Source: an optimization exercise on an open RTL-to-GDS flow (aim: small area, a short achievable clock period and few clock cycles). Production flows keep margins and buffers that such runs may drop.
Only simulation tests tie the RTL to the original design; equivalence was not proved.
Power figures rest on the tool's default switching activity, not on a simulated workload.

### design.v
module ramp_rom (
    input  wire [7:0] addr,
    output reg  [6:0] t
);
    always @(*) begin
        case (addr)
            8'd0: t = 7'd120;
            8'd1: t = 7'd72;
            8'd2: t = 7'd56;
            8'd3: t = 7'd47;
            8'd4: t = 7'd41;
            8'd5: t = 7'd37;
            8'd6: t = 7'd34;
            8'd7: t = 7'd31;
            8'd8: t = 7'd29;
            8'd9: t = 7'd27;
            8'd10: t = 7'd25;
            8'd11: t = 7'd23;
            8'd12: t = 7'd22;
            8'd13: t = 7'd21;
            8'd14: t = 7'd20;
            8'd15: t = 7'd19;
            8'd16: t = 7'd18;
            8'd17: t = 7'd17;
            8'd18: t = 7'd16;
            8'd19: t = 7'd15;
            8'd20: t = 7'd14;
            8'd21: t = 7'd13;
            8'd22: t = 7'd12;
            8'd23: t = 7'd11;
            8'd24: t = 7'd10;
            8'd25: t = 7'd9;
            8'd26: t = 7'd8;
            8'd27: t = 7'd7;
            8'd28: t = 7'd6;
            8'd29: t = 7'd5;
            8'd30: t = 7'd4;
            8'd31: t = 7'd3;
            8'd32: t = 7'd2;
            8'd33: t = 7'd1;
            default: t = 7'd0;
        endcase
    end
endmodule
module ramp_tab (
    input  wire [5:0] k,
    output reg  [6:0] t,
    output reg  [6:0] g,
    output reg  [6:0] gd
);
    always @(*) begin
        case (k)
            6'd0: begin t = 7'd120; g = 7'd120; gd = 7'd4; end
            6'd1: begin t = 7'd72; g = 7'd72; gd = 7'd120; end
            6'd2: begin t = 7'd56; g = 7'd56; gd = 7'd72; end
            6'd3: begin t = 7'd47; g = 7'd47; gd = 7'd56; end
            6'd4: begin t = 7'd41; g = 7'd41; gd = 7'd47; end
            6'd5: begin t = 7'd37; g = 7'd37; gd = 7'd41; end
            6'd6: begin t = 7'd34; g = 7'd34; gd = 7'd37; end
            6'd7: begin t = 7'd31; g = 7'd31; gd = 7'd34; end
            6'd8: begin t = 7'd29; g = 7'd29; gd = 7'd31; end
            6'd9: begin t = 7'd27; g = 7'd27; gd = 7'd29; end
            6'd10: begin t = 7'd25; g = 7'd25; gd = 7'd27; end
            6'd11: begin t = 7'd23; g = 7'd23; gd = 7'd25; end
            6'd12: begin t = 7'd22; g = 7'd22; gd = 7'd23; end
            6'd13: begin t = 7'd21; g = 7'd21; gd = 7'd22; end
            6'd14: begin t = 7'd20; g = 7'd20; gd = 7'd21; end
            6'd15: begin t = 7'd19; g = 7'd19; gd = 7'd20; end
            6'd16: begin t = 7'd18; g = 7'd18; gd = 7'd19; end
            6'd17: begin t = 7'd17; g = 7'd17; gd = 7'd18; end
            6'd18: begin t = 7'd16; g = 7'd16; gd = 7'd17; end
            6'd19: begin t = 7'd15; g = 7'd15; gd = 7'd16; end
            6'd20: begin t = 7'd14; g = 7'd14; gd = 7'd15; end
            6'd21: begin t = 7'd13; g = 7'd13; gd = 7'd14; end
            6'd22: begin t = 7'd12; g = 7'd12; gd = 7'd13; end
            6'd23: begin t = 7'd11; g = 7'd11; gd = 7'd12; end
            6'd24: begin t = 7'd10; g = 7'd10; gd = 7'd11; end
            6'd25: begin t = 7'd9; g = 7'd9; gd = 7'd10; end
            6'd26: begin t = 7'd8; g = 7'd8; gd = 7'd9; end
            6'd27: begin t = 7'd7; g = 7'd7; gd = 7'd8; end
            6'd28: begin t = 7'd6; g = 7'd6; gd = 7'd7; end
            6'd29: begin t = 7'd5; g = 7'd5; gd = 7'd6; end
            6'd30: begin t = 7'd4; g = 7'd4; gd = 7'd5; end
            6'd31: begin t = 7'd3; g = 7'd4; gd = 7'd4; end
            6'd32: begin t = 7'd2; g = 7'd4; gd = 7'd4; end
            6'd33: begin t = 7'd1; g = 7'd4; gd = 7'd4; end
            6'd34: begin t = 7'd0; g = 7'd4; gd = 7'd4; end
            default: begin t = 7'd0; g = 7'd4; gd = 7'd4; end
        endcase
    end
endmodule
module ramp_axis (
    input  wire        tick,        
    input  wire [31:0] pos,
    input  wire [31:0] rem,
    input  wire [19:0] cru,
    input  wire [19:0] cnt,
    input  wire [5:0]  acc,
    input  wire        pulse,
    input  wire        sched,
    input  wire        lo,
    input  wire        pend,
    input  wire        dirp,
    output wire        due,         
    output wire [31:0] n_pos,
    output wire [31:0] n_rem,
    output reg  [19:0] n_cnt,
    output reg  [5:0]  n_acc,
    output reg         n_pulse,
    output reg         n_sched,
    output reg         n_lo
);
    wire        at_tgt  = (rem == 32'd0);
    wire [19:0] cnt_now = (tick && cnt != 20'd0) ? cnt - 20'd1 : cnt;
    wire        due0    = (cnt[19:1] == 19'd0) && (tick || !cnt[0]);
    wire        due2    = (cnt[19:2] == 18'd0) && (tick || cnt[1:0] != 2'd3);
    assign      due     = sched && (lo ? due2 : due0);
    wire        decel = (rem[31:6] == 26'd0) && (rem[5:0] <= acc);
    wire [6:0]  tv, gv, gdv;
    ramp_tab u_tab (.k(acc), .t(tv), .g(gv), .gd(gdv));
    wire        cru_ok = ({13'd0, tv} <= cru);
    wire [19:0] cru4   = (cru[19:2] == 18'd0) ? 20'd4 : cru;
    wire [19:0] dfall  = decel ? {13'd0, gdv} : (cru_ok ? cru4 : {13'd0, gv});
    wire        prim_hi = !pend && (cru >= 20'd120);
    wire prime = !sched && !at_tgt;
    wire fall  = due && pulse && !at_tgt;
    wire stp   = prime || fall;
    assign n_pos = stp ? (dirp ? pos + 32'd1 : pos - 32'd1) : pos;
    assign n_rem = stp ? rem - 32'd1 : rem;
    always @(*) begin
        n_cnt   = cnt_now;
        n_acc   = acc;
        n_pulse = pulse;
        n_sched = sched;
        n_lo    = lo;
        if (prime) begin
            n_sched = 1'b1;
            n_lo    = 1'b0;
            n_cnt   = prim_hi ? cru : 20'd120;
            n_acc   = (pend || prim_hi) ? 6'd0 : 6'd1;
        end else if (due) begin
            if (!pulse) begin
                n_pulse = 1'b1;
                n_lo    = 1'b0;
                n_cnt   = 20'd2;
            end else if (at_tgt) begin
                n_pulse = 1'b0;
                n_sched = 1'b0;
                n_lo    = 1'b0;
                n_cnt   = 20'd0;
            end else begin
                n_pulse = 1'b0;
                n_lo    = 1'b1;
                n_cnt   = dfall;
                n_acc   = decel ? acc - 6'd1 : (cru_ok ? acc : acc + 6'd1);
            end
        end
    end
endmodule
module cnc_motion_core (
    input  wire        clk,
    input  wire        rst,
    input  wire        op_valid,
    output wire        op_ready,
    input  wire [1:0]  op_code,
    input  wire        op_offer,
    input  wire [8:0]  op_addr,
    input  wire [31:0] cmd_dx,
    input  wire [31:0] cmd_dy,
    input  wire [31:0] cmd_dz,
    input  wire [31:0] cmd_speed,
    output reg         rsp_valid,
    output wire        rsp_halted,
    output reg         rsp_consumed,
    output reg  [31:0] rsp_data,
    output wire [2:0]  step,
    output wire [2:0]  dir
);
    localparam [1:0] OP_TICK = 2'd0, OP_POLL = 2'd1, OP_READ = 2'd2, OP_SMON = 2'd3;
    localparam [4:0] D_IDLE = 5'd0,
                     D_LD   = 5'd1,    
                     D_ABS  = 5'd2,    
                     D_OVF  = 5'd3,    
                     D_OVC  = 5'd4,
                     D_CHK  = 5'd5,    
                     D_SQ   = 5'd6,    
                     D_SQX  = 5'd7,
                     D_SQZ  = 5'd22,   
                     D_SQA  = 5'd8,    
                     D_SQB  = 5'd9,
                     D_DONE = 5'd10,   
                     D_KV   = 5'd21,   
                     A_INIT = 5'd11,   
                     A_MUL  = 5'd12,   
                     A_DIV  = 5'd13,   
                     A_WB   = 5'd14,
                     B_INIT = 5'd15,   
                     B_DIV  = 5'd16,   
                     B_W1   = 5'd17,
                     B_W2A  = 5'd18,
                     B_W2   = 5'd19,
                     D_END  = 5'd20;   
    reg [127:0] q1;               
    reg [1:0]   qlen;
    reg [1:0]   rr_slot;
    reg         halted;
    reg [1:0]   fault_cause;
    reg [1:0]   fault_axis;
    reg         rdy;              
    reg [2:0]   ra_oh;            
    reg [31:0] pos   [0:2];
    reg [31:0] rem   [0:2];       
    reg [19:0] cru   [0:2];
    reg [19:0] cnt   [0:2];
    reg [5:0]  acc   [0:2];
    reg [2:0]  pulse, sched, pend, dirp, lo;
    reg [4:0]  dst;
    reg [1:0]  dax;
    reg [5:0]  dj;
    reg [5:0]  kp;                
    reg [5:0]  ks;                
    reg [2:0]  mov;               
    reg        fast;              
    reg        p_take;
    reg        p_intake;
    reg        ovf_r;
    reg [1:0]  ovf_ax;
    reg [34:0] dh;                
    reg [34:0] db;                
    reg        ben, bsub;         
    reg        sqf;               
    reg [31:0] dl;                
    reg [33:0] dsr;               
    reg [31:0] dd;                
    reg        rt;                
    reg [1:0]  rt_ax;
    reg        smon_p;            
    reg [1:0]  smon_slot;
    assign rsp_halted = halted;
    assign op_ready   = rdy;
    assign step = pulse;
    assign dir  = dirp;
    wire [2:0] ax_on;
    wire [2:0] ax_pdue;           
    wire [3:0] ax_quiet;
    assign ax_quiet[3] = 1'b1;
    genvar g;
    generate
        for (g = 0; g < 3; g = g + 1) begin : gen_ax
            assign ax_on[g]   = (rem[g] == 32'd0) && !sched[g];
            assign ax_pdue[g] = pend[g] && sched[g] && (cnt[g][19:2] == 18'd0) &&
                                (cnt[g][1:0] != 2'd3);
            assign ax_quiet[g] = ax_on[g] ||
                                 (sched[g] && !(lo[g] ? (cnt[g][19:2] == 18'd0 && cnt[g][1:0] != 2'd3)
                                                      : (cnt[g] == 20'd0)));
        end
    endgenerate
    wire all_on = &ax_on;
    wire pdue   = |ax_pdue;
    function [31:0] sel32;
        input [2:0] oh;
        input [31:0] a0, a1, a2;
        begin
            sel32 = ({32{oh[0]}} & a0) | ({32{oh[1]}} & a1) | ({32{oh[2]}} & a2);
        end
    endfunction
    wire [31:0] r_pos   = sel32(ra_oh, pos[0], pos[1], pos[2]);
    wire [31:0] r_rem   = sel32(ra_oh, rem[0], rem[1], rem[2]);
    wire [19:0] r_cru   = sel32(ra_oh, {12'd0, cru[0]}, {12'd0, cru[1]}, {12'd0, cru[2]});
    wire [19:0] r_cnt   = sel32(ra_oh, {12'd0, cnt[0]}, {12'd0, cnt[1]}, {12'd0, cnt[2]});
    wire [5:0]  r_acc   = sel32(ra_oh, {26'd0, acc[0]}, {26'd0, acc[1]}, {26'd0, acc[2]});
    wire        r_pulse = |(ra_oh & pulse);
    wire        r_sched = |(ra_oh & sched);
    wire        r_lo    = |(ra_oh & lo);
    wire        r_pend  = |(ra_oh & pend);
    wire        r_dirp  = |(ra_oh & dirp);
    wire [31:0] n_pos, n_rem;
    wire [19:0] n_cnt;
    wire [5:0]  n_acc;
    wire        n_pulse, n_sched, n_lo, p_due;
    ramp_axis u_poll (
        .tick    (!smon_p),
        .pos     (r_pos),
        .rem     (r_rem),
        .cru     (r_cru),
        .cnt     (r_cnt),
        .acc     (r_acc),
        .pulse   (r_pulse),
        .sched   (r_sched),
        .lo      (r_lo),
        .pend    (r_pend),
        .dirp    (r_dirp),
        .due     (p_due),
        .n_pos   (n_pos),
        .n_rem   (n_rem),
        .n_cnt   (n_cnt),
        .n_acc   (n_acc),
        .n_pulse (n_pulse),
        .n_sched (n_sched),
        .n_lo    (n_lo)
    );
    wire [31:0] q_v [0:2];
    assign q_v[0] = q1[31:0];
    assign q_v[1] = q1[63:32];
    assign q_v[2] = q1[95:64];
    wire [31:0] q_s = q1[127:96];
    reg         xa_pos, xinv, xsx, xainit;
    wire        xcin = xinv | (xainit & r_sched);
    wire [32:0] xa = xa_pos ? {r_pos[31], r_pos} : 33'd0;
    wire [32:0] xb = {xsx & r_rem[31], r_rem} ^ {33{xinv}};
    wire [32:0] xs = xa + xb + {32'd0, xcin};
    wire        ovf = (xs[32] != xs[31]);
    wire [34:0] bop = (db & {35{ben}}) ^ {35{bsub}};
    wire [34:0] ms  = dh + bop + {34'd0, bsub};
    wire        msn = ms[34];
    function [5:0] blen;
        input [31:0] x;
        integer k;
        begin
            blen = 6'd0;
            for (k = 0; k < 32; k = k + 1)
                if (x[k]) blen = k + 1;
        end
    endfunction
    wire [5:0] kv   = blen(rem[0] | rem[1] | rem[2]);
    wire [5:0] kq   = blen(q_s);
    wire fast_ok    = (ks >= kp + 6'd2);    
    wire drop       = (kp == 6'd0 || ks == 6'd0);    
    wire spd_zero   = (dl == 32'd0);
    wire [1:0] sq_nax = (dax == 2'd2) ? 2'd0 : dax + 2'd1;
    wire [5:0] sq_nj  = (dax == 2'd2) ? dj + 6'd1 : dj;
    wire accept  = op_valid && rdy;
    wire run_op  = accept && !halted;
    wire do_tick = run_op && (op_code == OP_TICK);
    wire [1:0] ps = smon_p ? smon_slot : rr_slot;
    wire poll_live = (qlen != 2'd0) && (ps != 2'd3);
    wire own_c = rt || dst == D_ABS || dst == D_OVF || dst == D_CHK || dst == D_SQ ||
                 ((dst == A_INIT || dst == B_INIT) && dax != 2'd3 && mov[dax]) ||
                 dst == B_W1 || dst == B_W2A || dst == B_W2;
    wire smon_go   = smon_p && !own_c && !pdue;
    wire tick_poll = do_tick && poll_live;
    wire smon_poll = smon_go && poll_live;
    wire poll_wr   = tick_poll || smon_poll;
    wire       q0       = (qlen == 2'd0);
    wire       q1n      = (qlen == 2'd1);
    wire       q2       = (qlen == 2'd2);
    wire       take     = op_offer && !q2;
    wire       need_dec = op_offer ? (q0 || all_on) : (q2 && all_on);
    wire [1:0] qlen_p   = op_offer ? (q0 ? 2'd1 : (q1n && !all_on) ? 2'd2 : qlen)
                                   : (all_on && !q0) ? qlen - 2'd1 : qlen;
    wire [6:0]  rom_t;
    ramp_rom u_rd_rom (.addr(op_addr[7:0]), .t(rom_t));
    reg  [31:0] rd_val;
    always @(*) begin
        case (op_addr[3:0])
            4'd0: rd_val = pos[0];
            4'd1: rd_val = pos[1];
            4'd2: rd_val = pos[2];
            4'd6: rd_val = {22'd0, qlen, 3'd0, halted, fault_cause, fault_axis};
            default: rd_val = 32'd0;
        endcase
        if (op_addr[8]) rd_val = {25'd0, rom_t};
    end
    wire rd_tgt = !op_addr[8] && (op_addr[3:0] == 4'd3 || op_addr[3:0] == 4'd4 ||
                                  op_addr[3:0] == 4'd5);
    reg [4:0] dst_n;
    reg [1:0] dax_n, rr_n, qlen_n, smon_slot_n, rt_ax_n, cause_n, faxis_n;
    reg [2:0] mov_n;
    reg       rt_n, smon_p_n, fast_n, halted_n, rsp_valid_n, dec_go;
    reg [4:0] dst_dn;             
    always @(*) begin
        dst_n       = dst;
        dax_n       = dax;
        rr_n        = rr_slot;
        qlen_n      = qlen;
        smon_slot_n = smon_slot;
        rt_ax_n     = rt_ax;
        cause_n     = fault_cause;
        faxis_n     = fault_axis;
        mov_n       = mov;
        rt_n        = 1'b0;
        smon_p_n    = smon_p;
        fast_n      = fast;
        halted_n    = halted;
        rsp_valid_n = 1'b0;
        dec_go      = 1'b0;
        if (accept) begin
            case (op_code)
                OP_TICK: begin
                    if (!halted) rr_n = rr_slot + 2'd1;
                    rsp_valid_n = 1'b1;
                end
                OP_SMON: begin
                    smon_slot_n = op_addr[1:0];
                    if (halted || qlen == 2'd0 || ax_quiet[op_addr[1:0]])
                        rsp_valid_n = 1'b1;
                    else
                        smon_p_n = 1'b1;
                end
                OP_READ: begin
                    rt_ax_n = op_addr[1:0] + 2'd1;
                    if (rd_tgt) rt_n = 1'b1;
                    else        rsp_valid_n = 1'b1;
                end
                default: begin  
                    if (halted) begin
                        rsp_valid_n = 1'b1;
                    end else if (need_dec) begin
                        dec_go = 1'b1;
                    end else begin
                        qlen_n      = qlen_p;
                        rsp_valid_n = 1'b1;
                    end
                end
            endcase
        end
        if (smon_go) begin
            smon_p_n    = 1'b0;
            rsp_valid_n = 1'b1;
        end
        if (rt) rsp_valid_n = 1'b1;
        if (!rt) begin
            case (dst)
                D_LD:  begin dst_n = D_ABS; dax_n = 2'd0; end
                D_ABS: begin
                    dax_n = (dax == 2'd2) ? 2'd0 : dax + 2'd1;
                    if (dax == 2'd2) dst_n = D_OVF;
                end
                D_OVF: begin
                    dax_n = (dax == 2'd2) ? 2'd0 : dax + 2'd1;
                    if (dax == 2'd2) dst_n = D_OVC;
                end
                D_OVC: begin
                    if (ovf_r) begin
                        halted_n    = 1'b1;
                        cause_n     = 2'd2;
                        faxis_n     = ovf_ax;
                        rsp_valid_n = 1'b1;
                        dst_n       = D_IDLE;
                    end else begin
                        dst_n = D_KV;
                    end
                end
                D_KV:  dst_n = D_CHK;
                D_CHK: begin
                    mov_n = {rem[2] != 32'd0, rem[1] != 32'd0, rem[0] != 32'd0};
                    dax_n = 2'd0;
                    if (drop) begin
                        rsp_valid_n = 1'b1;
                        qlen_n      = p_intake ? 2'd0 : 2'd1;
                        dst_n       = D_IDLE;
                    end else begin
                        dst_n = D_SQ;
                    end
                end
                D_SQ: begin
                    dax_n = sq_nax;
                    if (dax == 2'd2 && dj + 6'd1 == kp) dst_n = D_SQX;
                end
                D_SQX: dst_n = D_SQZ;
                D_SQZ: if (dj == kp + 6'd1) dst_n = D_SQA;
                D_SQA: dst_n = D_SQB;
                D_SQB: dst_n = (dj == 6'd1) ? D_DONE : D_SQA;
                D_DONE: begin
                    fast_n = fast_ok;
                    dst_n  = A_INIT;
                    dax_n  = 2'd0;
                    if (fast_ok) begin
                        rsp_valid_n = 1'b1;
                        qlen_n      = 2'd1;
                    end
                end
                A_INIT: begin
                    if (dax == 2'd3) begin
                        dst_n = B_INIT;
                        dax_n = 2'd0;
                    end else if (mov[dax]) begin
                        dst_n = A_MUL;
                    end else begin
                        dax_n = dax + 2'd1;
                    end
                end
                A_MUL: if (dj == 6'd1) dst_n = A_DIV;
                A_DIV: if (dj == 6'd1) dst_n = A_WB;
                A_WB: begin
                    if (spd_zero) begin
                        halted_n    = 1'b1;
                        cause_n     = 2'd1;
                        faxis_n     = dax;
                        rsp_valid_n = 1'b1;
                        dst_n       = D_IDLE;
                    end else begin
                        dst_n = A_INIT;
                        dax_n = dax + 2'd1;
                    end
                end
                B_INIT: begin
                    if (dax == 2'd3) begin
                        if (fast) begin
                            dst_n  = D_IDLE;
                            fast_n = 1'b0;
                        end else begin
                            dst_n = D_END;
                        end
                    end else if (mov[dax]) begin
                        dst_n = B_DIV;
                    end else begin
                        dax_n = dax + 2'd1;
                    end
                end
                B_DIV: if (dj == 6'd1) dst_n = B_W1;
                B_W1:  dst_n = B_W2A;
                B_W2A: dst_n = B_W2;
                B_W2: begin
                    dst_n = B_INIT;
                    dax_n = dax + 2'd1;
                end
                D_END: begin
                    rsp_valid_n = 1'b1;
                    qlen_n      = 2'd1;
                    dst_n       = D_IDLE;
                end
                default: ;
            endcase
        end
        dst_dn = dst_n;
        if (dec_go) dst_n = D_LD;
    end
    wire steal_n = ((dst_dn == A_INIT || dst_dn == B_INIT) && dax_n != 2'd3 && mov_n[dax_n]) ||
                   dst_dn == B_W1 || dst_dn == B_W2A || dst_dn == B_W2;
    wire own_n   = rt_n || dst_dn == D_ABS || dst_dn == D_OVF || dst_dn == D_CHK ||
                   dst_dn == D_SQ || steal_n;
    wire [1:0] sqn_n = (dax_n == 2'd2) ? 2'd0 : dax_n + 2'd1;
    wire [1:0] xi_n  = rt_n ? rt_ax_n : (dst_dn == D_SQ) ? sqn_n : dax_n;
    wire [1:0] ps_n  = smon_p_n ? smon_slot_n : rr_n;
    wire [1:0] ra_n  = own_n ? xi_n : ((ps_n == 2'd3) ? 2'd0 : ps_n);
    wire xa_pos_n = rt_n || dst_dn == D_OVF;
    wire xinv_n   = rt_n ? !dirp[rt_ax_n] :
                    (dst_dn == D_ABS || dst_dn == D_OVF) ? q_v[dax_n][31] : 1'b0;
    wire xsx_n    = !rt_n && dst_dn == D_ABS;
    wire xainit_n = !rt_n && dst_dn == A_INIT;
    wire busy_n  = rt_n || smon_p_n || dec_go || (dst_dn != D_IDLE && !fast_n);
    wire rdy_n   = !busy_n && !steal_n && !pdue;
    always @(posedge clk) begin
        if (rst) begin
            dst         <= D_IDLE;
            rr_slot     <= 2'd0;
            qlen        <= 2'd0;
            rt          <= 1'b0;
            smon_p      <= 1'b0;
            fast        <= 1'b0;
            halted      <= 1'b0;
            fault_cause <= 2'd0;
            fault_axis  <= 2'd3;
            rsp_valid   <= 1'b0;
            rdy         <= 1'b1;
            ra_oh       <= 3'b001;
        end else begin
            dst         <= dst_n;
            rr_slot     <= rr_n;
            qlen        <= qlen_n;
            rt          <= rt_n;
            smon_p      <= smon_p_n;
            fast        <= fast_n;
            halted      <= halted_n;
            fault_cause <= cause_n;
            fault_axis  <= faxis_n;
            rsp_valid   <= rsp_valid_n;
            rdy         <= rdy_n;
            ra_oh       <= {ra_n == 2'd2, ra_n == 2'd1, ra_n == 2'd0};
        end
        dax       <= dax_n;
        xa_pos    <= xa_pos_n;
        xinv      <= xinv_n;
        xsx       <= xsx_n;
        xainit    <= xainit_n;
        smon_slot <= smon_slot_n;
        rt_ax     <= rt_ax_n;
        mov       <= mov_n;
    end
    wire pause = rt;
    wire [2:0] w_sel = ra_oh;
    wire [19:0] spd_sat = (dl[31:20] != 12'd0) ? 20'hfffff : dl[19:0];
    wire clr_rem = !pause && ((dst == D_OVC && ovf_r) || (dst == D_CHK && drop) ||
                              (dst == A_WB && spd_zero));
    wire commit  = !pause && ((dst == D_DONE && fast_ok) || dst == D_END);
    integer a;
    always @(posedge clk) begin
        for (a = 0; a < 3; a = a + 1) begin
            if (rst) begin
                pos[a]   <= 32'd0;
                rem[a]   <= 32'd0;
                pulse[a] <= 1'b0;
                sched[a] <= 1'b0;
                pend[a]  <= 1'b0;
                dirp[a]  <= 1'b0;
            end else begin
                if (poll_wr && w_sel[a]) begin
                    pos[a]   <= n_pos;
                    rem[a]   <= n_rem;
                    pulse[a] <= n_pulse;
                    sched[a] <= n_sched;
                end
                if (!pause && dst == D_LD)                rem[a] <= q_v[a];
                if (!pause && dst == D_ABS && dax == a)   rem[a] <= xs[31:0];
                if (clr_rem)                              rem[a] <= 32'd0;
                if (commit && mov[a]) begin
                    dirp[a]  <= !q_v[a][31];
                    pulse[a] <= 1'b0;
                    sched[a] <= 1'b0;
                    pend[a]  <= (dst == D_DONE);
                end
                if (!pause && dst == B_W2 && dax == a) pend[a] <= 1'b0;
            end
        end
    end
    always @(posedge clk) begin
        for (a = 0; a < 3; a = a + 1) begin
            if (poll_wr && w_sel[a]) begin
                cnt[a] <= n_cnt;
                acc[a] <= n_acc;
                lo[a]  <= n_lo;
            end else if (do_tick && cnt[a] != 20'd0) begin
                cnt[a] <= cnt[a] - 20'd1;
            end
            if (!pause && dst == A_WB && dax == a) cru[a] <= spd_sat;
            if (commit && mov[a]) begin
                acc[a] <= 6'd0;
                cnt[a] <= 20'd0;
            end
            if (!pause && dst == B_W2 && dax == a) begin
                cru[a] <= dl[19:0];
                if (sched[a]) begin
                    if (!dh[34]) cnt[a] <= ms[19:0];
                    else         acc[a] <= 6'd1;
                end
            end
        end
    end
    always @(posedge clk) begin
        if (!q2 && !(dst != D_IDLE && !fast))
            q1 <= {cmd_speed, cmd_dz, cmd_dy, cmd_dx};
        rsp_data <= rt ? xs[31:0] :
                    (op_valid && op_code == OP_READ) ? rd_val : 32'd0;
        if (accept) begin
            rsp_consumed <= 1'b0;
            if (op_code == OP_POLL) begin
                if (!halted && !need_dec) rsp_consumed <= take;
                p_take   <= take;
                p_intake <= (qlen == 2'd0);
            end
        end
        if (!pause) begin
            case (dst)
                D_ABS: ovf_r <= 1'b0;
                D_OVF: if (!ovf_r && ovf) begin
                    ovf_r  <= 1'b1;
                    ovf_ax <= dax;
                end
                D_KV: begin
                    ks   <= kq;
                    kp   <= kv + {5'd0, kv[0]};
                end
                D_CHK: begin
                    dh   <= 35'd0;
                    dl   <= 32'd0;
                    db   <= {3'd0, r_rem};
                    ben  <= r_rem[0];
                    bsub <= 1'b0;
                    dj   <= 6'd0;
                    if (drop) rsp_consumed <= p_take;
                end
                D_SQ: begin
                    if (dax == 2'd2)
                        {dh[33:0], dl} <= {ms[33:0], dl} >> 1;
                    else
                        dh <= ms;
                    dj  <= sq_nj;
                    db  <= {3'd0, r_rem};
                    ben <= r_rem[sq_nj[4:0]];
                end
                D_SQX: begin
                    dsr  <= {dh[31:0], dl[31:30]};
                    dl   <= {dl[29:0], 2'b00};
                    dh   <= {33'd0, dh[33:32]};
                    db   <= 35'd1;
                    ben  <= 1'b1;
                    bsub <= 1'b1;
                    dj   <= 6'd17 + {1'b0, kp[5:1]};
                end
                D_SQZ: if (dj != kp + 6'd1) begin
                    dh  <= {33'd0, dsr[33:32]};
                    dsr <= {dsr[31:0], dl[31:30]};
                    dl  <= {dl[29:0], 2'b00};
                    dj  <= dj - 6'd1;
                end
                D_SQA: sqf <= msn;
                D_SQB: begin
                    dh  <= {(sqf ? dh[32:0] : ms[32:0]), dsr[33:32]};
                    dsr <= {dsr[31:0], dl[31:30]};
                    dl  <= {dl[29:0], 2'b00};
                    db  <= {db[33:2], !sqf, 2'b01};
                    dj  <= dj - 6'd1;
                end
                D_DONE: begin
                    dd  <= db[33:2];
                    dsr <= {2'd0, q_s};
                    if (fast_ok) rsp_consumed <= p_take;
                end
                A_INIT: begin
                    db   <= {3'd0, xs[31:0]};
                    bsub <= 1'b0;
                    ben  <= dsr[0];
                    dh   <= 35'd0;
                    dl   <= dsr[31:0];
                    dj   <= ks;
                end
                A_MUL: begin
                    {dh[33:0], dl} <= {ms[33:0], dl} >> 1;
                    ben <= dl[1];
                    dj  <= dj - 6'd1;
                end
                A_DIV: begin
                    if (dj == 6'd0) begin
                        dh   <= {dh[33:0], dl[31]};
                        dl   <= {dl[30:0], 1'b0};
                        db   <= {3'd0, dd};
                        ben  <= 1'b1;
                        bsub <= 1'b1;
                        dj   <= ks;
                    end else begin
                        dh   <= {ms[33:0], dl[31]};
                        dl   <= {dl[30:0], !msn};
                        bsub <= !msn;
                        dj   <= dj - 6'd1;
                    end
                end
                B_INIT: begin
                    dh   <= 35'd1;
                    dl   <= 32'hE848_0000;
                    db   <= {15'd0, r_cru};
                    ben  <= 1'b1;
                    bsub <= 1'b1;
                    dj   <= 6'd20;
                end
                B_DIV: begin
                    dh   <= {ms[33:0], dl[31]};
                    dl   <= {dl[30:0], !msn};
                    bsub <= !msn;
                    dj   <= dj - 6'd1;
                end
                B_W1: begin
                    dh   <= {15'd0, dl[19:0]};
                    db   <= 35'd120;
                    bsub <= 1'b1;
                end
                B_W2A: begin
                    dh   <= ms;                   
                    db   <= {15'd0, r_cnt};
                    bsub <= 1'b0;
                end
                D_END: rsp_consumed <= p_take;
                default: ;
            endcase
        end
    end
endmodule
### flow/run.sh
#!/bin/bash
# The standard layout (the standard.sh, standard synthesis included),
# with ORFS's timing repair asked to aim for a larger setup slack than the
# default, so that it works on paths that already meet the clock.
set -euo pipefail
bash standard.sh 'BUFFER_PORTS_ARGS=-buffer_cell sky130_fd_sc_hd__buf_4' SETUP_SLACK_MARGIN=11 finish > flow_make.log 2>&1
### standard.sh
#!/bin/bash
# synth_recipe.tcl (not shown) runs the flow's synth.tcl, then flattens the netlist and writes it again
# the make line also repeats each setting of config.mk as NAME=value (left out here)
make -C /OpenROAD-flow-scripts/flow DESIGN_CONFIG=/design/flow/config.mk WORK_HOME=/design/flow/orfs CLKGATE_MAP_FILE= SYNTH_SCRIPT=/design/flow/synth_recipe.tcl "${@:-finish}"
### config.mk
export PLATFORM = sky130hd
export DESIGN_NAME = cnc_motion_core
export DESIGN_NICKNAME = cnc_motion_core
export VERILOG_FILES = /design/flow/design.v
export SDC_FILE = /design/flow/constraint.sdc
export NUM_CORES = 4
export LEC_CHECK = 0
export CAP_MARGIN = 20
export CORE_MARGIN = 2
export CORE_UTILIZATION = 45
export CTS_CLUSTER_DIAMETER = 80
export CTS_CLUSTER_SIZE = 30
export PLACE_DENSITY = 0.65
export SLEW_MARGIN = 20
### constraint.sdc
create_clock -name core_clock -period 16.0 [get_ports {clk}]
set_input_delay 3.2000 -clock core_clock [delete_from_list [all_inputs] [get_ports {clk}]]
set_output_delay 3.2000 -clock core_clock [all_outputs]
set_load 0.01 [all_outputs]
==> flow_summary.json, run 1 <==
{
  "fmax_mhz": 199,
  "worst_path_largest_cell_delay_ns": 0.81,
  "fin_skew_ns": 0.0490,
  "synth_cells": 5333,
  "ys_warn_count": 9,
  "grt_max_degree": 76,
  "setup_tns_ns": 0,
  "critPathMaxFanout": 50,
  "firstDrtPassIters": 15,
  "synthToLayoutAreaGrowth_pct": 12.8,
  "clock-sinks": 734,
  "start_util_pct": 45.2,
  "routedWlPerCell_um": 29.4,
  "seq_area_mm2": 0.0186,
  "worst_path_max_delay_cell": "a222oi_1",
  "drv_cap": 0,
  "reg2reg_slack_ns": 10.98,
  "synth_seq_cells": 734,
  "synth_edf_count": 384,
  "rsz0062_at_grt": "true",
  "clock_path_buffers": 3,
  "cts.htree.levels": 2,
  "max-vdd-ir-drop_v": 0.000167,
  "grt_pass1_vias": 42400,
  "root_buffer": "clkbuf_16",
  "min_period_ns": 5.02,
  "worstMarginPinSlew_ns": 1.24,
  "die_area_mm2": 0.106,
  "grt_pass1_wl_um": 289000,
  "nNetsFinal": 5738,
  "r2r-start": "ra_oh[0]",
  "insertion_delay_ns": 0.70,
  "cp-endpoint": "rem[0][10]",
  "hold_depth": 2,
  "die_h_um": 326,
  "final_cells": 6851,
  "portBuffers": 184,
  "yosysSeqAreaShare_pct": 39.7,
  "drtAntennaViolNets": 0,
  "worstPathRequired_ns": 16.52,
  "setup_viol": 0,
  "viasPerCell": 6.86,
  "final_design_area_no_fill_mm2": 0.0526,
  "drive_gt1_share_pct": 12.6,
  "hpwl_um": 144000,
  "place_congestion": 1.03,
  "fp-row-count": 118,
  "crit_arrival_ns": 5.54,
  "numCtsBuffers": 44,
  "worstSetupStartpointType": "register",
  "path_clk_slew_ns": 0.12,
  "synth_flop_cell": "edfxtp_1",
  "hold_violations": 0,
  "cp.depth": 15,
  "syn_avg_cell_area_um2": 8.75,
  "reg2reg_depth": 15,
  "setup_ws_ns": 10.98,
  "final_util_pct": 51.0,
  "cts_tree": "yes",
  "status": "no timing/DRC/antenna violations",
  "multi_input_area_mm2": 0.0268,
  "place_ws_ns": 9.58,
  "placed_cells": 6689,
  "coreArea_mm2": 0.103,
  "crit_type": "reg -> reg",
  "grt_usage_pct": 36.0,
  "drt_iter0_drc": 7907,
  "cellLeakagePower_nw": 19.0,
  "holdCritPathClass": "reg -> reg",
  "synth_cell_types": 110,
  "gr-total-overflow": 0,
  "cp_num_buf_inv": 4,
  "die_w_um": 326,
  "power.density_mw_per_mm2": 196,
  "postCtsHoldBufs": 0,
  "antenna_found_initial": 10,
  "cp_cell_sequence": "buf_4 > buf_4 > a222oi_1 > and4_1 > nand3_2 > clkinv_1 > ha_1 > nor2_1 > nor2_4 > clkbuf_8 > nand3_2 > or3_1 > nand3_1 > a21boi_0 > o22ai_1",
  "post_dp_cell_area_mm2": 0.0498,
  "crit_start": "ra_oh[0]",
  "synthesis.area_mm2": 0.0467,
  "path_delay_family": "simple AND/OR/NAND/NOR gates",
  "wl_um": 202000,
  "drv_slew": 0,
  "vias": 47000,
  "synthArstFlopShare_pct": 0,
  "syn-num-nets": 5641,
  "fillers": 9682,
  "slew_headroom_pct": 16.9,
  "period_share_pct": 31.4,
  "end_kind": "register",
  "ios": 185,
  "timing.rr.end": "rem[0][10]",
  "drc": 0
}
## Yosys cell counts (all sizes together) (63+ instances only)
cell,instances,area share [%]
a211oi,135,2.2
a21oi,338,3.6
a222oi,186,4.0
a22oi,68,1.1
and2,63,0.84
buf,97,1.1
clkbuf,264,2.1
dfxtp,350,15
edfxtp,384,25
ha,161,4.3
inv,152,1.2
nand2,641,5.2
nand2b,106,1.4
nand3,126,1.4
nor2,481,3.9
nor3,130,1.5
nor4,71,0.98
o21ai,341,3.7
o221ai,69,1.3
o22ai,71,0.95
xnor2,208,3.9
xor2,70,1.3
## timing repair
action,4_1_cts,5_1_grt
resized for setup,57,52
setup buffers,19,50
pin swaps,8,20
endpoints found under the setup margin,250,145
gates cloned,2,2
## metal layers
| layer | vias to the layer above | GRT usage (%) | share of wire (%) | wire [um] |
|---|---|---|---|---|
| met1 | 22800 | 49.8 | 40 | 80000 |
| li1 | 20500 | - | - | - |
| met3 | 600 | 10.3 | 13 | 26700 |
| met5 | - | 0 | 0.028 | 57 |
| met2 | 3205 | 52.0 | 41 | 83500 |
| met4 | 8 | 16.4 | 5.6 | 11300 |
## worst min-delay path, cell delays in order (launching register included)
cell,delay [ns]
dfxtp_1,0.33
nand2_1,0.05
a21oi_1,0.05
## layout make-up
cell class	instances	area share (%)
Clock inverter	36	0.955
Antenna cell	6	0.0285
Sequential cell	734	35.2
Inverter	156	1.16
Timing Repair Buffer	410	6.37
Tap cell	1380	3.28
Clock buffer	45	2.14
Timing Repair inverter	2	0.0190
Multi-Input combinational cell	4082	50.8
## registers in the layout, indices dropped and copies added (netlist names), 5 cells and up
name / count
acc: 18
cnt: 60
cru: 60
db: 35
dd: 32
dh: 35
dj: 6
dl: 32
dsr: 34
dst: 5
kp: 5
ks: 6
pos: 96
q1: 128
rem: 96
rsp_data: 32
## worst min path at each step
stage | startpoint | to | slack (ns)
final | acc[0][4] | acc[0][4] | 0.47
after CTS | acc[1][1] | acc[1][1] | 0.46
after global routing | db[31] | dd[29] | 0.49
after detailed placement | acc[1][1] | acc[1][1] | 0.45
after global placement | acc[0][4] | acc[0][4] | 0.44
after floorplan | acc[2][1] | acc[2][1] | 0.44
## logic make-up after synthesis
kind of cell	count (synthesis)	share of synthesized area, %
buf+inv	517	4.45
flops	734	39.7
compound gates	1703	25.7
mux	58	1.29
fa+ha+maj	165	4.49
xor+xnor	279	5.30
simple gates	1877	19.0
## layout by cell type (no fill, tap or decap), types with 26 or more instances in the layout
cell,Yosys,layout
and2_1,62,61
a221o_1,30,30
nor4_1,70,66
nor2_1,478,462
or2_2,26,26
a22oi_1,68,67
o221ai_1,69,69
nand3_1,123,120
a222oi_1,186,186
o21ai_0,318,311
o31ai_1,27,26
buf_4,4,385
nor3_1,124,116
ha_1,161,158
inv_1,150,146
a2111oi_0,34,27
a21o_1,42,42
o211ai_1,56,56
dfxtp_1,350,345
nand4_1,52,52
nor2b_1,38,38
xor2_1,70,63
or3_1,38,37
a31oi_1,46,45
o22ai_1,71,70
clkbuf_16,0,47
and3_1,27,27
mux2i_1,51,50
o21a_1,31,31
a211oi_1,132,128
nand2b_1,106,105
edfxtp_1,384,384
a21oi_1,337,333
xnor2_1,206,193
a221oi_1,47,47
nand2_1,639,630
## per-stage QoR
step	hold slack [ns]	total power, mW
finish	0.466	10.3
global route	0.488	10.7
CTS	0.465	9.91
detailed placement	0.450	8.46
global placement	0.443	8.42
floorplan	0.436	6.26
## power by group
part	internal (mW)	leakage (nW)	total [mW]	switching [mW]
combinational	1.90	12.0	5.85	3.95
clock	0.581	0.785	1.40	0.816
sequential	2.55	6.26	3.08	0.532
total	5.03	19.0	10.3	5.30
Testbench counts, summed over its fixed seeds: cycles 504,258.
==> inputs of run 2 (changes only) <==
--- a/config.mk
+++ b/config.mk
@@ -7,2 +7,3 @@
 export LEC_CHECK = 0
+export ABC_AREA = 1
 export CAP_MARGIN = 20
@@ -10,4 +11,2 @@
 export CORE_UTILIZATION = 45
-export CTS_CLUSTER_DIAMETER = 80
-export CTS_CLUSTER_SIZE = 30
 export PLACE_DENSITY = 0.65
==> run 2 against run 1 <==
- synthesized cell count grew 20%
- area after synthesis grew 2.3%
- first-iteration DRC count shrank 12%
- highest routed layer is now met4
- utilization grew 0.76 points
- clock power grew 52%
- combinational power shrank about 20%
- cell area grew 3.5%
==> flow_summary.json, run 2 <==
{
  "clock-sinks": 734,
  "viasPerCell": 6.14,
  "grt_pass1_vias": 44000,
  "ys_warn_count": 9,
  "final_cells": 7962,
  "worstMarginPinSlew_ns": 1.14,
  "yosysSeqAreaShare_pct": 38.8,
  "holdCritPathClass": "reg -> reg",
  "synthesis.area_mm2": 0.0477,
  "setup_tns_ns": 0,
  "final_cell_mix": "1433 x nand2_1, 613 x inv_1, 585 x o21ai_0",
  "synth_top_cells_by_count": "1450 x nand2_1, 625 x inv_1, 593 x o21ai_0",
  "portBuffers": 184,
  "end_kind": "register",
  "worstPathRequired_ns": 16.54,
  "grt_max_degree": 81,
  "ios": 185,
  "fillers": 10200,
  "synthToLayoutAreaGrowth_pct": 14.2,
  "final_common_cell": "nand2_1",
  "synthAdderAreaFrac_pct": 4.39,
  "synth_edf_count": 384,
  "start_util_pct": 45.3,
  "synth_xor_xnor_area_share_pct": 3.73,
  "drc": 0,
  "regMostFlops": "q1",
  "cts_tree": "yes",
  "fin_skew_ns": 0.0397,
  "synth_area_leaders": "edfxtp_1 24%, dfxtp_1 15%, nand2_1 11%, o21ai_0 6.2%, a21oi_1 6.0%",
  "drive_gt1_share_pct": 11.3,
  "drt_iter0_drc": 6936,
  "largest_reg_flops": 128,
  "synthSimpleGateAreaFrac_pct": 23.0,
  "coreArea_mm2": 0.105,
  "synth_compound_area_share_pct": 21.4,
  "grt_usage_pct": 34.5,
  "crit_arrival_ns": 5.64,
  "post_dp_cell_area_mm2": 0.0503,
  "cellLeakagePower_nw": 22.9,
  "syn-num-nets": 6703,
  "path_clk_slew_ns": 0.07,
  "reg.largest.list": "q1: 128 flops, pos: 96 flops, rem: 96 flops",
  "yosys.area.top_type": "edfxtp_1",
  "place_ws_ns": 9.35,
  "vias": 48900,
  "setup_viol": 0,
  "die_h_um": 330,
  "status": "no timing/DRC/antenna violations",
  "worstSetupStartpointType": "primary input",
  "die_area_mm2": 0.109,
  "hpwl_um": 139000,
  "antenna_found_initial": 2,
  "synth_cells": 6395,
  "drv_cap": 0,
  "firstDrtPassIters": 9,
  "insertion_delay_ns": 0.71,
  "cts.htree.levels": 3,
  "rsz0062_at_grt": "true",
  "setup_ws_ns": 10.90,
  "max-vdd-ir-drop_v": 0.000168,
  "root_buffer": "clkbuf_16",
  "fmax_mhz": 196,
  "synth.top_cell.area_share_pct": 24.2,
  "crit_type": "in -> reg",
  "critPathMaxFanout": 5,
  "synth_cell_types": 85,
  "synth_top_family_by_area": "simple AND/OR/NAND/NOR gates",
  "drv_slew": 0,
  "clock_path_buffers": 3,
  "slew_headroom_pct": 23.7,
  "period_share_pct": 31.9,
  "routed.top_layer": "met4",
  "synth.most_common_cell": "nand2_1",
  "dr_wl_met3_um": 23900,
  "drtAntennaViolNets": 0,
  "wl_um": 197000,
  "met2_length_um": 82500,
  "nNetsFinal": 6804,
  "synth_seq_cells": 734,
  "placed_cells": 7748,
  "place_congestion": 1.02,
  "synth_flop_cell": "edfxtp_1",
  "wl_met1_um": 80800,
  "synthArstFlopShare_pct": 0,
  "hold_violations": 0,
  "numCtsBuffers": 86,
  "synthMuxAreaShare_pct": 0.278,
  "final_design_area_no_fill_mm2": 0.0545,
  "grt_pass1_wl_um": 284000,
  "die_w_um": 330,
  "gr-total-overflow": 0,
  "power.density_mw_per_mm2": 178,
  "min_period_ns": 5.10,
  "routedWlPerCell_um": 24.7,
  "syn_avg_cell_area_um2": 7.46,
  "fp-row-count": 119
}
==> run 2: changes by cell type after synthesis, moves of 55 or more <==
cell,delta
o21ai_0,+275
xnor2_1,-154
and2_1,-60
clkbuf_1,-55
inv_1,+475
nand2b_1,-106
a222oi_1,-186
nand2_1,+811
xor2_1,+81
nand3_1,+139
a21oi_1,+231
a211oi_1,-99
==> run 2: where the power goes <==
part           total [mW]  internal [mW]  switching [mW]
logic                4.69           1.35            3.34
registers            2.87           2.51           0.368
clock network        2.13           1.27           0.868
total                9.70           5.12            4.57
==> run 2: final cells by class <==
class / count / area, um2 / area share (%)
inverters: 692 / 2680 / 4.92
flip-flops and latches: 734 / 18600 / 34.0
clock buffers: 110 / 2390 / 4.38
diodes: 3 / 7.51 / 0.0138
repair buffers: 304 / 2630 / 4.83
multi-input cells: 4678 / 25900 / 47.5
well taps: 1391 / 1740 / 3.19
clock inverters: 50 / 609 / 1.12
==> run 2: timing repair <==
| action | CTS | global route |
|---|---|---|
| cloned | 3 | 7 |
| endpoints found under the setup margin | 225 | 205 |
| hold endpoints to repair | 0 | 0 |
| resized for setup | 63 | 89 |
| hold buffers | 0 | 0 |
| setup buffers | 21 | 20 |
| pin swaps | 11 | 30 |
==> run 2: kinds of logic (layout without fill, tap and decap cells) <==
logic type,after synthesis,after routing
compound gates,1737,1737
simple gates,2556,2560
fa+ha+maj,165,165
xor+xnor,203,203
mux,13,13
other cells,0,3
flops,734,734
buf+inv,987,1156
==> run 2: final timing paths <==
| check | startpoint | to | slack (ns) | depth (start not counted) |
|---|---|---|---|---|
| hold reg to reg | p_take | rsp_consumed | 0.46 | 1 |
| hold / removal | p_take | rsp_consumed | 0.46 | 1 |
| setup / recovery | op_code[1] | cnt[0][19] | 10.90 | 20 |
| setup reg to reg | ra_oh[1] | db[30] | 11.10 | 23 |
==> run 2: stage by stage <==
step | power [mW] | util [%] | hold WS, ns
2_1_floorplan | 5.72 | - | 0.443
3_3_place_gp | 7.19 | 47.7 | 0.452
3_5_place_dp | 7.22 | 47.7 | 0.460
4_1_cts | 9.43 | 51.1 | 0.464
5_1_grt | 10.2 | 51.8 | 0.491
6_report | 9.70 | 51.8 | 0.457
==> run 2: layer usage <==
metal  vias up  GRT usage, %
met4         0          14.9
met1     23100          48.7
li1      22200             -
met5         -             0
met3       485          7.93
met2      3146          50.3
==> run 2: critical path: stages <==
cell and delay, ns:
buf_8 0.10, nor2_4 0.20, nand3_4 0.13, inv_6 0.12
buf_6 0.13, nand2_8 0.06, inv_4 0.07, nand3_4 0.08
nor2_4 0.11, nand2_2 0.08, nor2_2 0.12, nand2_2 0.09
nor3_4 0.23, nand3_2 0.15, nor2_4 0.15, nand2_2 0.08
o31ai_2 0.25, nand3_1 0.11, nand3_1 0.11, o21ai_1 0.07
==> inputs of run 3 (changes only) <==
--- a/config.mk
+++ b/config.mk
@@ -7,3 +7,2 @@
 export LEC_CHECK = 0
-export ABC_AREA = 1
 export CAP_MARGIN = 20
==> run 3 against run 2 <==
- area after synthesis decreased by 2.2%
- setup slack better by 0.061 ns
- non-clock buffer count up 99
- die area decreased by 2.2%
- critical endpoint is now rem[0][10]
- synthesized cell count fell by 17%
- via count shrank 3.0%
- largest power group unchanged
- clock skew fell by 0.018 ns
- worst hold slack improved by 0.0023 ns
==> flow_summary.json, run 3 <==
{
  "viasPerCell": 6.86,
  "synth_flop_cell": "edfxtp_1",
  "routedWlPerCell_um": 29.3,
  "grt_pass1_wl_um": 291000,
  "largest_reg_flops": 128,
  "path_clk_slew_ns": 0.06,
  "grt_usage_pct": 36.3,
  "cp.depth": 9,
  "root_buffer": "clkbuf_16",
  "coreArea_mm2": 0.103,
  "cp_cell_sequence": "buf_4 > nand2_8 > nor4_4 > a21oi_2 > or2_2 > inv_4 > o21ai_1 > or2_2 > o22ai_1",
  "synth_area_leaders": "edfxtp_1 25%, dfxtp_1 15%, nand2_1 5.1%, ha_1 4.3%, a222oi_1 4.0%",
  "max-vdd-ir-drop_v": 0.000170,
  "synth_top_cells_by_count": "639 x nand2_1, 478 x nor2_1, 384 x edfxtp_1",
  "worstMarginPinSlew_ns": 1.24,
  "yosys.area.top_type": "edfxtp_1",
  "synth_seq_cells": 734,
  "holdWs_ns": 0.459,
  "regMostFlops": "q1",
  "holdCritPathClass": "reg -> reg",
  "place_ws_ns": 9.58,
  "cts.htree.levels": 3,
  "drc": 0,
  "critPathMaxFanout": 21,
  "drt_iter0_drc": 8299,
  "firstDrtPassIters": 13,
  "wl_um": 203000,
  "worstSetupStartpointType": "primary input",
  "fp-row-count": 118,
  "die_w_um": 326,
  "fmax_mhz": 198,
  "worst_path_max_delay_cell": "or2_2",
  "numCtsBuffers": 85,
  "portBuffers": 184,
  "synth_edf_count": 384,
  "reg2reg_slack_ns": 11.01,
  "syn-num-nets": 5641,
  "antenna_found_initial": 12,
  "status": "no timing/DRC/antenna violations",
  "worstPathRequired_ns": 16.60,
  "min_to": "acc[0][4]",
  "period_share_pct": 31.5,
  "final_common_cell": "nand2_1",
  "clock-sinks": 734,
  "min_from": "acc[0][4]",
  "ios": 185,
  "drive_gt1_share_pct": 13.2,
  "fillers": 9574,
  "final_cell_mix": "630 x nand2_1, 463 x nor2_1, 384 x edfxtp_1",
  "reg.largest.list": "q1: 128 flops, pos: 96 flops, rem: 96 flops",
  "cts_tree": "yes",
  "cp_num_buf_inv": 2,
  "yosysSeqAreaShare_pct": 39.7,
  "die_h_um": 326,
  "die_area_mm2": 0.106,
  "insertion_delay_ns": 0.70,
  "hold_violations": 0,
  "vias": 47400,
  "setup_viol": 0,
  "final_design_area_no_fill_mm2": 0.0537,
  "rsz0062_at_grt": "true",
  "worst_path_largest_cell_delay_ns": 0.43,
  "crit_arrival_ns": 5.65,
  "nNetsFinal": 5772,
  "grt_pass1_vias": 42700,
  "crit_top_cell": "or2_2",
  "synth.top_cell.area_share_pct": 24.7,
  "grt_max_degree": 76,
  "r2r-start": "ra_oh[2]",
  "synthesis.area_mm2": 0.0467,
  "crit_type": "in -> reg",
  "synth_cells": 5333,
  "hold_depth": 2,
  "min_period_ns": 5.04,
  "synth_cell_types": 110,
  "end_kind": "register",
  "cellLeakagePower_nw": 19.6,
  "ys_warn_count": 9,
  "power.density_mw_per_mm2": 204,
  "synthToLayoutAreaGrowth_pct": 15.2,
  "setup_ws_ns": 10.96,
  "slew_headroom_pct": 16.8,
  "gr-total-overflow": 0,
  "drv_cap": 0,
  "syn_avg_cell_area_um2": 8.75,
  "reg2reg_depth": 17,
  "start_util_pct": 45.2,
  "path_delay_family": "simple AND/OR/NAND/NOR gates",
  "drv_slew": 0,
  "hpwl_um": 144000,
  "timing.rr.end": "rsp_data[10]",
  "post_dp_cell_area_mm2": 0.0498,
  "drtAntennaViolNets": 0,
  "synthArstFlopShare_pct": 0,
  "synth.most_common_cell": "nand2_1",
  "place_congestion": 1.03,
  "fin_skew_ns": 0.0218,
  "clock_path_buffers": 3,
  "setup_tns_ns": 0
}
[run 3: cell types whose count changed in the layout (fill, tap and decap cells not counted), moves of 132 or more]
cell	change
a21oi_1	-226
o21ai_0	-275
a222oi_1	+186
nand3_1	-132
inv_1	-467
xnor2_1	+144
nand2_1	-803
[run 3: worst max path at each step]
stage                          start          to
after global placement      op_valid   rem[1][6]
after floorplan           op_code[1]   cnt[1][9]
after CTS                 op_code[1]  rem[1][31]
after detailed placement    op_valid   rem[1][2]
final                       op_valid  rem[0][10]
after global routing        op_valid  rem[0][10]
[run 3: cell families after synthesis]
family / after synthesis / synth area share [%]
and+or+nand+nor: 1877 / 19.0
muxes: 58 / 1.29
buffers and inverters: 517 / 4.45
DFF: 734 / 39.7
xor gates and xnor gates: 279 / 5.30
adders and majority gates: 165 / 4.49
AOI/OAI and AO/OA: 1703 / 25.7
[run 3: what timing repair did]
action / in CTS / in global routing
buffers inserted: 13 / 49
gates resized for setup: 57 / 52
pin swaps: 7 / 26
endpoints found under the setup margin: 246 / 151
hold buffers: 0 / 0
gates cloned: 2 / 2
[run 3: final cells by class]
class,count,area [um2],area share [%]
sequential,734,18600,34.5
timing repair inverter,2,10.0,0.0186
multi-input combinational,4082,26700,49.8
tap,1380,1730,3.21
antenna,5,12.5,0.0233
clock inverter,46,551,1.02
timing repair buffer,403,3270,6.08
inverter,156,608,1.13
clock buffer,109,2260,4.20
[run 3: through the flow]
stage / utilization [%] / total power, mW / instances
6_report: 52.1 / 11.0 / 6917
5_1_grt: 52.1 / 11.3 / 6912
4_1_cts: 51.3 / 10.5 / 6859
3_5_place_dp: 48.2 / 8.46 / 6689
3_3_place_gp: 48.2 / 8.42 / 6687
2_1_floorplan: - / 6.26 / 5333
[run 3: worst min-delay path, cell delays in order, from the launching register on]
cell,delay [ns]
dfxtp_1,0.31
nand2_1,0.05
a21oi_1,0.05
[run 3: layer usage]
layer / wire (um) / global-route usage [%] / vias up
met5: 103 / 0 / -
met4: 11100 / 16.8 / 14
met3: 28900 / 11.2 / 617
met2: 83800 / 52.1 / 3458
met1: 78800 / 49.9 / 22800
li1: - / - / 20500
[run 3: power by group]
part	switching [mW]	internal, mW	total [mW]
combinational	3.94	1.89	5.83
clock	0.868	1.17	2.03
sequential	0.540	2.55	3.09
total	5.35	5.60	11.0
==> inputs of run 4 (changes only) <==
--- a/design.v
+++ b/design.v
@@ -338,3 +338,3 @@
                  ((dst == A_INIT || dst == B_INIT) && dax != 2'd3 && mov[dax]) ||
-                 dst == B_W1 || dst == B_W2A || dst == B_W2;
+                 dst == B_W2A || dst == B_W2;
     wire smon_go   = smon_p && !own_c && !pdue;
@@ -358,2 +358,5 @@
             4'd2: rd_val = pos[2];
+            4'd3: rd_val = pos[0];
+            4'd4: rd_val = pos[1];
+            4'd5: rd_val = pos[2];
             4'd6: rd_val = {22'd0, qlen, 3'd0, halted, fault_cause, fault_axis};
@@ -363,4 +366,6 @@
     end
-    wire rd_tgt = !op_addr[8] && (op_addr[3:0] == 4'd3 || op_addr[3:0] == 4'd4 ||
-                                  op_addr[3:0] == 4'd5);
+    wire [2:0] rem_nz = {rem[2] != 32'd0, rem[1] != 32'd0, rem[0] != 32'd0};
+    wire rd_tgt = !op_addr[8] && ((op_addr[3:0] == 4'd3 && rem_nz[0]) ||
+                                  (op_addr[3:0] == 4'd4 && rem_nz[1]) ||
+                                  (op_addr[3:0] == 4'd5 && rem_nz[2]));
     reg [4:0] dst_n;
@@ -529,3 +534,3 @@
     wire steal_n = ((dst_dn == A_INIT || dst_dn == B_INIT) && dax_n != 2'd3 && mov_n[dax_n]) ||
-                   dst_dn == B_W1 || dst_dn == B_W2A || dst_dn == B_W2;
+                   dst_dn == B_W2A || dst_dn == B_W2;
     wire own_n   = rt_n || dst_dn == D_ABS || dst_dn == D_OVF || dst_dn == D_CHK ||
--- a/config.mk
+++ b/config.mk
@@ -10,2 +10,4 @@
 export CORE_UTILIZATION = 45
+export CTS_CLUSTER_DIAMETER = 60
+export CTS_CLUSTER_SIZE = 20
 export PLACE_DENSITY = 0.65
==> run 4 against run 3 <==
- worst hold slack improved by 0.0020 ns
- fmax fell by 0.58%
- register-to-register slack improved by 0.06 ns
- non-clock buffer count rose by 26
- clock-buffer cell count fell by 23
- routed wire length fell by 3.8%
- die area fell by 0.10%
- clock power fell by 2%
- setup slack got worse by 0.029 ns
- sequential share of layout area fell by 0.15 points
- critical endpoint is now cnt[1][16]
- highest routed layer unchanged
==> flow_summary.json, run 4 <==
{
  "synth_cells": 5322,
  "status": "no timing/DRC/antenna violations",
  "die_h_um": 326,
  "hpwl_um": 138000,
  "cp_num_buf_inv": 1,
  "regMostFlops": "q1",
  "setup_viol": 0,
  "drv_slew": 0,
  "synth.most_common_cell": "nand2_1",
  "viasPerCell": 6.73,
  "reg2reg_slack_ns": 11.07,
  "synth_flop_cell": "edfxtp_1",
  "ys_warn_count": 9,
  "worst_path_max_delay_cell": "or4_4",
  "vias": 46600,
  "root_buffer": "clkbuf_16",
  "start_util_pct": 45.2,
  "drt_iter0_drc": 8368,
  "r2r-start": "ra_oh[0]",
  "drc": 0,
  "reg2reg_depth": 14,
  "grt_max_degree": 80,
  "largest_reg_flops": 128,
  "syn-num-nets": 5630,
  "final_common_cell": "nand2_1",
  "p_sw_mw": 4.86,
  "grt_usage_pct": 35.1,
  "min_period_ns": 5.07,
  "insertion_delay_ns": 0.70,
  "intPower_mw": 5.18,
  "syn_avg_cell_area_um2": 8.76,
  "multi_input_area_mm2": 0.0269,
  "synth_cell_types": 119,
  "max-vdd-ir-drop_v": 0.000169,
  "setup_tns_ns": 0,
  "nNetsFinal": 5781,
  "crit_type": "in -> reg",
  "grt_pass1_vias": 42700,
  "cp_cell_sequence": "buf_8 > or4_4 > a41o_4 > or3_4 > nor4_4 > nand2_2 > nor4_2 > xor2_1 > o21ai_0 > o22ai_1",
  "reg.largest.list": "q1: 128 flops, pos: 96 flops, rem: 96 flops",
  "worstMarginPinSlew_ns": 1.30,
  "routedWlPerCell_um": 28.2,
  "yosysSeqAreaShare_pct": 39.8,
  "cts.htree.levels": 3,
  "drtAntennaViolNets": 0,
  "fp-row-count": 118,
  "period_share_pct": 31.7,
  "coreArea_mm2": 0.103,
  "worst_path_largest_cell_delay_ns": 0.56,
  "use_met2_pct": 50.7,
  "clockPowerShare_pct": 19.8,
  "synth_edf_count": 384,
  "fillers": 9622,
  "antenna_found_initial": 7,
  "cts_tree": "yes",
  "cp.depth": 10,
  "crit_arrival_ns": 5.66,
  "postCtsHoldBufs": 0,
  "synthesis.area_mm2": 0.0466,
  "synth_top_cells_by_count": "719 x nand2_1, 418 x nor2_1, 384 x edfxtp_1",
  "path_delay_family": "simple AND/OR/NAND/NOR gates",
  "end_kind": "register",
  "rsz0062_at_grt": "true",
  "timing.rr.end": "db[29]",
  "worstPathRequired_ns": 16.59,
  "firstDrtPassIters": 12,
  "synthArstFlopShare_pct": 0,
  "grt_pass1_wl_um": 284000,
  "synth_area_leaders": "edfxtp_1 25%, dfxtp_1 15%, nand2_1 5.8%, ha_1 4.3%, a222oi_1 3.8%",
  "comb_power_share_pct": 50.5,
  "crit_start": "op_code[0]",
  "place_congestion": 1.02,
  "drive_gt1_share_pct": 14.7,
  "p_seq_share_pct": 29.7,
  "drv_cap": 0,
  "grt_util_met3_pct": 9.95,
  "power.density_mw_per_mm2": 186,
  "holdCritPathClass": "reg -> reg",
  "slew_headroom_pct": 13.0,
  "numCtsBuffers": 78,
  "synthToLayoutAreaGrowth_pct": 15.8,
  "portBuffers": 184,
  "synth.top_cell.area_share_pct": 24.7,
  "die_area_mm2": 0.106,
  "ios": 185,
  "critPathMaxFanout": 4,
  "final_util_pct": 52.4,
  "synth_seq_cells": 734,
  "fin_skew_ns": 0.0390,
  "clock-sinks": 734,
  "use_met1_pct": 48.4,
  "clock_path_buffers": 3,
  "hold_violations": 0,
  "cellLeakagePower_nw": 19.8,
  "path_clk_slew_ns": 0.08,
  "wl_um": 195000,
  "seq_area_mm2": 0.0186,
  "cp-endpoint": "cnt[1][16]",
  "final_cell_mix": "706 x nand2_1, 401 x nor2_1, 399 x buf_4",
  "fmax_mhz": 197,
  "grt-busiest-layer": "met2",
  "worstSetupStartpointType": "primary input",
  "hold_depth": 2,
  "gr-total-overflow": 0,
  "p_sw_share_pct": 48.4,
  "die_w_um": 326,
  "yosys.area.top_type": "edfxtp_1"
}
run 4: repair_timing:
item,CTS,global route
setup endpoints to repair,304,142
resized for setup,60,48
pin swaps,23,24
gates cloned,0,3
buffers inserted,40,33
run 4: power by group through the flow:
stage	Combinational (mW)	Sequential (mW)	Clock, mW
finish	5.08	2.98	1.99
global route	5.32	3.00	2.07
floorplan	3.03	2.79	0
global placement	4.63	3.00	0
CTS	4.77	2.95	1.99
detailed placement	4.66	3.00	0
run 4: worst min path at each step:
stage | start | slack [ns] | to
final | fault_cause[1] | 0.46 | fault_cause[1]
after floorplan | acc[2][4] | 0.43 | acc[2][4]
after CTS | acc[1][4] | 0.46 | acc[1][4]
after detailed placement | acc[1][4] | 0.45 | acc[1][4]
after global placement | acc[2][4] | 0.44 | acc[2][4]
after global routing | acc[0][3] | 0.48 | acc[0][3]
run 4: layout make-up:
class	instances	area share, %
multi-input combinational	4103	49.8
clock buffer	86	3.77
timing repair buffer	429	6.45
inverter	127	0.969
sequential	734	34.4
clock inverter	59	1.37
antenna	6	0.0278
tap	1380	3.20
run 4: routing by layer:
metal,vias up,part of all wire (%)
met1,22200,39
li1,20600,-
met5,-,0.027
met4,8,5.4
met2,3283,41
met3,564,14
run 4: cells by family after synthesis:
logic type / after synthesis / synth area share [%]
AND/OR/NAND/NOR: 1917 / 19.6
AO/OA/AOI/OAI: 1680 / 25.3
XOR/XNOR: 273 / 5.16
adder cells (fa/ha/maj): 165 / 4.49
multiplexers: 68 / 1.55
flip-flops: 734 / 39.8
buffers and inverters: 485 / 4.18
run 4: per-stage QoR:
stage	instance area, um2	setup WS, ns	cells	hold WS [ns]	total power, mW
floorplan	47100	9.94	5322	0.432	5.82
global placement	50000	9.68	6695	0.439	7.64
detailed placement	50100	9.63	6697	0.451	7.66
CTS	53400	10.87	6882	0.461	9.71
global route	54000	10.88	6918	0.485	10.4
finish	54000	10.93	6924	0.461	10.0
run 4: worst register-to-register path: cells and delay by family, from the launching register on:
kind	cells	cell delay, ns
adder cells (fa/ha/maj)	1	0.40
flip-flops	1	0.42
AND/OR/NAND/NOR	1	0.14
XOR/XNOR	1	0.19
AO/OA/AOI/OAI	9	3.00
buffers and inverters	2	0.51
Testbench counts of run 4, summed over its fixed seeds: cycles 502,958.
==> inputs of run 5 (changes only) <==
--- a/config.mk
+++ b/config.mk
@@ -10,4 +10,2 @@
 export CORE_UTILIZATION = 45
-export CTS_CLUSTER_DIAMETER = 60
-export CTS_CLUSTER_SIZE = 20
 export PLACE_DENSITY = 0.65
==> run 5 against run 4 <==
- setup slack worse by 0.013 ns
- area after synthesis stayed put
- cell count is 0.14% higher
- combinational power hardly changed
- routed wire length is 0.12% higher
- clock skew is 0.0069 ns lower
- first-iteration DRC count is 1.5% higher
- global-route usage is 0.058 points higher
- total power is 1.3% higher
- register-to-register slack worse by 0.03 ns
- critical path depth stayed put
- cell area is 0.38% higher
==> flow_summary.json, run 5 <==
{
  "status": "no timing/DRC/antenna violations",
  "wl_um": 195000,
  "largest_reg_flops": 128,
  "syn-num-nets": 5630,
  "numCtsBuffers": 86,
  "rsz0062_at_grt": "true",
  "min_from": "fault_cause[1]",
  "clock-sinks": 734,
  "final_cells": 6934,
  "hpwl_um": 138000,
  "fin_skew_ns": 0.0321,
  "synth.top_cell.area_share_pct": 24.7,
  "synth_flop_cell": "edfxtp_1",
  "hold_violations": 0,
  "clock_path_buffers": 3,
  "final_design_area_no_fill_mm2": 0.0542,
  "ios": 185,
  "drv_cap": 0,
  "grt_pass1_vias": 42600,
  "reg.largest.list": "q1: 128 flops, pos: 96 flops, rem: 96 flops",
  "synth_xor_xnor_area_share_pct": 5.16,
  "worst_path_max_delay_cell": "or4_4",
  "hold_depth": 2,
  "synth_seq_cells": 734,
  "max-vdd-ir-drop_v": 0.000124,
  "firstDrtPassIters": 14,
  "holdCritPathClass": "reg -> reg",
  "r2r-start": "ra_oh[1]",
  "synthArstFlopShare_pct": 0,
  "slew_headroom_pct": 15.1,
  "final_common_cell": "nand2_1",
  "place_congestion": 1.02,
  "worstMarginPinSlew_ns": 1.27,
  "synthAdderAreaFrac_pct": 4.49,
  "postCtsHoldBufs": 0,
  "syn_avg_cell_area_um2": 8.76,
  "cellLeakagePower_nw": 19.9,
  "synthSimpleGateAreaFrac_pct": 19.6,
  "worst_path_largest_cell_delay_ns": 0.56,
  "grt_usage_pct": 35.1,
  "drtAntennaViolNets": 0,
  "power.density_mw_per_mm2": 188,
  "worstSetupStartpointType": "primary input",
  "drt_iter0_drc": 8492,
  "nNetsFinal": 5790,
  "min_to": "fault_cause[1]",
  "final_cell_mix": "706 x nand2_1, 399 x nor2_1, 398 x buf_4",
  "path_clk_slew_ns": 0.06,
  "crit_type": "in -> reg",
  "synthMuxAreaShare_pct": 1.55,
  "synth_edf_count": 384,
  "gr-total-overflow": 0,
  "cp_cell_sequence": "buf_8 > or4_4 > a41o_4 > or3_4 > nor4_4 > nand2_2 > nor4_2 > xor2_1 > o21ai_0 > o22ai_1",
  "min_period_ns": 5.09,
  "end_kind": "register",
  "setup_viol": 0,
  "reg2reg_slack_ns": 11.04,
  "reg2reg_depth": 19,
  "drive_gt1_share_pct": 14.5,
  "drv_slew": 0,
  "portBuffers": 184,
  "die_w_um": 326,
  "synth_compound_area_share_pct": 25.3,
  "setup_tns_ns": 0,
  "grt_max_degree": 80,
  "root_buffer": "clkbuf_16",
  "start_util_pct": 45.2,
  "coreArea_mm2": 0.103,
  "synthesis.area_mm2": 0.0466,
  "antenna_found_initial": 7,
  "synth_top_family_by_area": "compound AO/OA/AOI/OAI gates",
  "synth_cell_types": 119,
  "synth_area_leaders": "edfxtp_1 25%, dfxtp_1 15%, nand2_1 5.8%, ha_1 4.3%, a222oi_1 3.8%",
  "die_h_um": 326,
  "vias": 46600,
  "synth_top_cells_by_count": "719 x nand2_1, 418 x nor2_1, 384 x edfxtp_1",
  "crit_arrival_ns": 5.68,
  "placed_cells": 6697,
  "p_total_mw": 10.2,
  "synthToLayoutAreaGrowth_pct": 16.3,
  "cts_tree": "yes",
  "worstPathRequired_ns": 16.59,
  "final_util_pct": 52.6,
  "routedWlPerCell_um": 28.2,
  "period_share_pct": 31.8,
  "critPathMaxFanout": 4,
  "regMostFlops": "q1",
  "num_antenna_cells": 0,
  "viasPerCell": 6.71,
  "synth_cells": 5322,
  "ys_warn_count": 9,
  "timing.rr.end": "rem[1][23]",
  "yosys.area.top_type": "edfxtp_1",
  "drc": 0,
  "fmax_mhz": 197,
  "insertion_delay_ns": 0.70,
  "post_dp_cell_area_mm2": 0.0501,
  "die_area_mm2": 0.106,
  "yosysSeqAreaShare_pct": 39.8,
  "synth.most_common_cell": "nand2_1",
  "grt_pass1_wl_um": 284000,
  "cts.htree.levels": 3,
  "fp-row-count": 118
}
run 5: cell counts after synthesis:
No cell type changed its count.
run 5: stage by stage:
stage          worst slack, ns  hold slack, ns
3_5_place_dp              9.63           0.451
5_1_grt                  10.88           0.483
2_1_floorplan             9.94           0.432
3_3_place_gp              9.68           0.439
6_report                 10.91           0.463
4_1_cts                  10.88           0.460
run 5: layout make-up:
| class | count | area (um2) |
|---|---|---|
| flip-flops and latches | 734 | 18600 |
| inverters | 127 | 523 |
| multi-input cells | 4103 | 26900 |
| repair buffers | 430 | 3530 |
| well taps | 1380 | 1730 |
| fillers | 9581 | 48900 |
| clock inverters | 55 | 691 |
| clock buffers | 105 | 2250 |
run 5: where the power goes:
part / switching (mW) / internal (mW)
registers: 0.478 / 2.51
logic: 3.42 / 1.67
clock network: 0.875 / 1.22
run 5: logic make-up (layout without fill, tap and decap cells):
logic type / count (synthesis) / count (layout)
buf+inv: 485 / 717
simple gates: 1917 / 1917
compound gates: 1680 / 1680
xor+xnor: 273 / 273
mux: 68 / 68
fa+ha+maj: 165 / 165
flops: 734 / 734
run 5: what timing repair did:
action                     in CTS  in global routing
pin swaps                      23                 23
setup buffers                  39                 34
setup endpoints to repair     303                146
gates cloned                    1                  3
resized for setup              57                 50
run 5: critical path: cells and delay by family:
family | cells | cell delay [ns]
and+or+nand+nor | 5 | 1.66
xor gates and xnor gates | 1 | 0.18
buffers and inverters | 1 | 0.10
AOI/OAI and AO/OA | 3 | 0.53
run 5: how the worst max path moves through the flow:
stage	from	end	slack, ns	depth (start not counted)
floorplan	ra_oh[0]	pos[0][14]	9.94	16
global placement	op_valid	cnt[2][1]	9.68	10
detailed placement	op_valid	cnt[2][1]	9.63	10
CTS	op_code[0]	cnt[1][14]	10.88	10
global route	op_code[0]	cnt[1][14]	10.88	10
finish	op_code[0]	cnt[1][16]	10.91	10
run 5: metal layers:
metal  wire (um)  share of wire [%]  track usage (%)
met3       26400                 14             10.1
met1       77800                 40             48.8
met4       10400                5.3             16.2
met5         131              0.067            0.532
met2       80700                 41             50.3

Setup slack of run 5, layout unchanged: 10.914 ns with ideal ports, 10.934 ns with driving cells assumed (clock clkbuf_16, inputs buf_2), 10.187 ns with port delays also shifted by the 0.747 ns mid clock arrival.
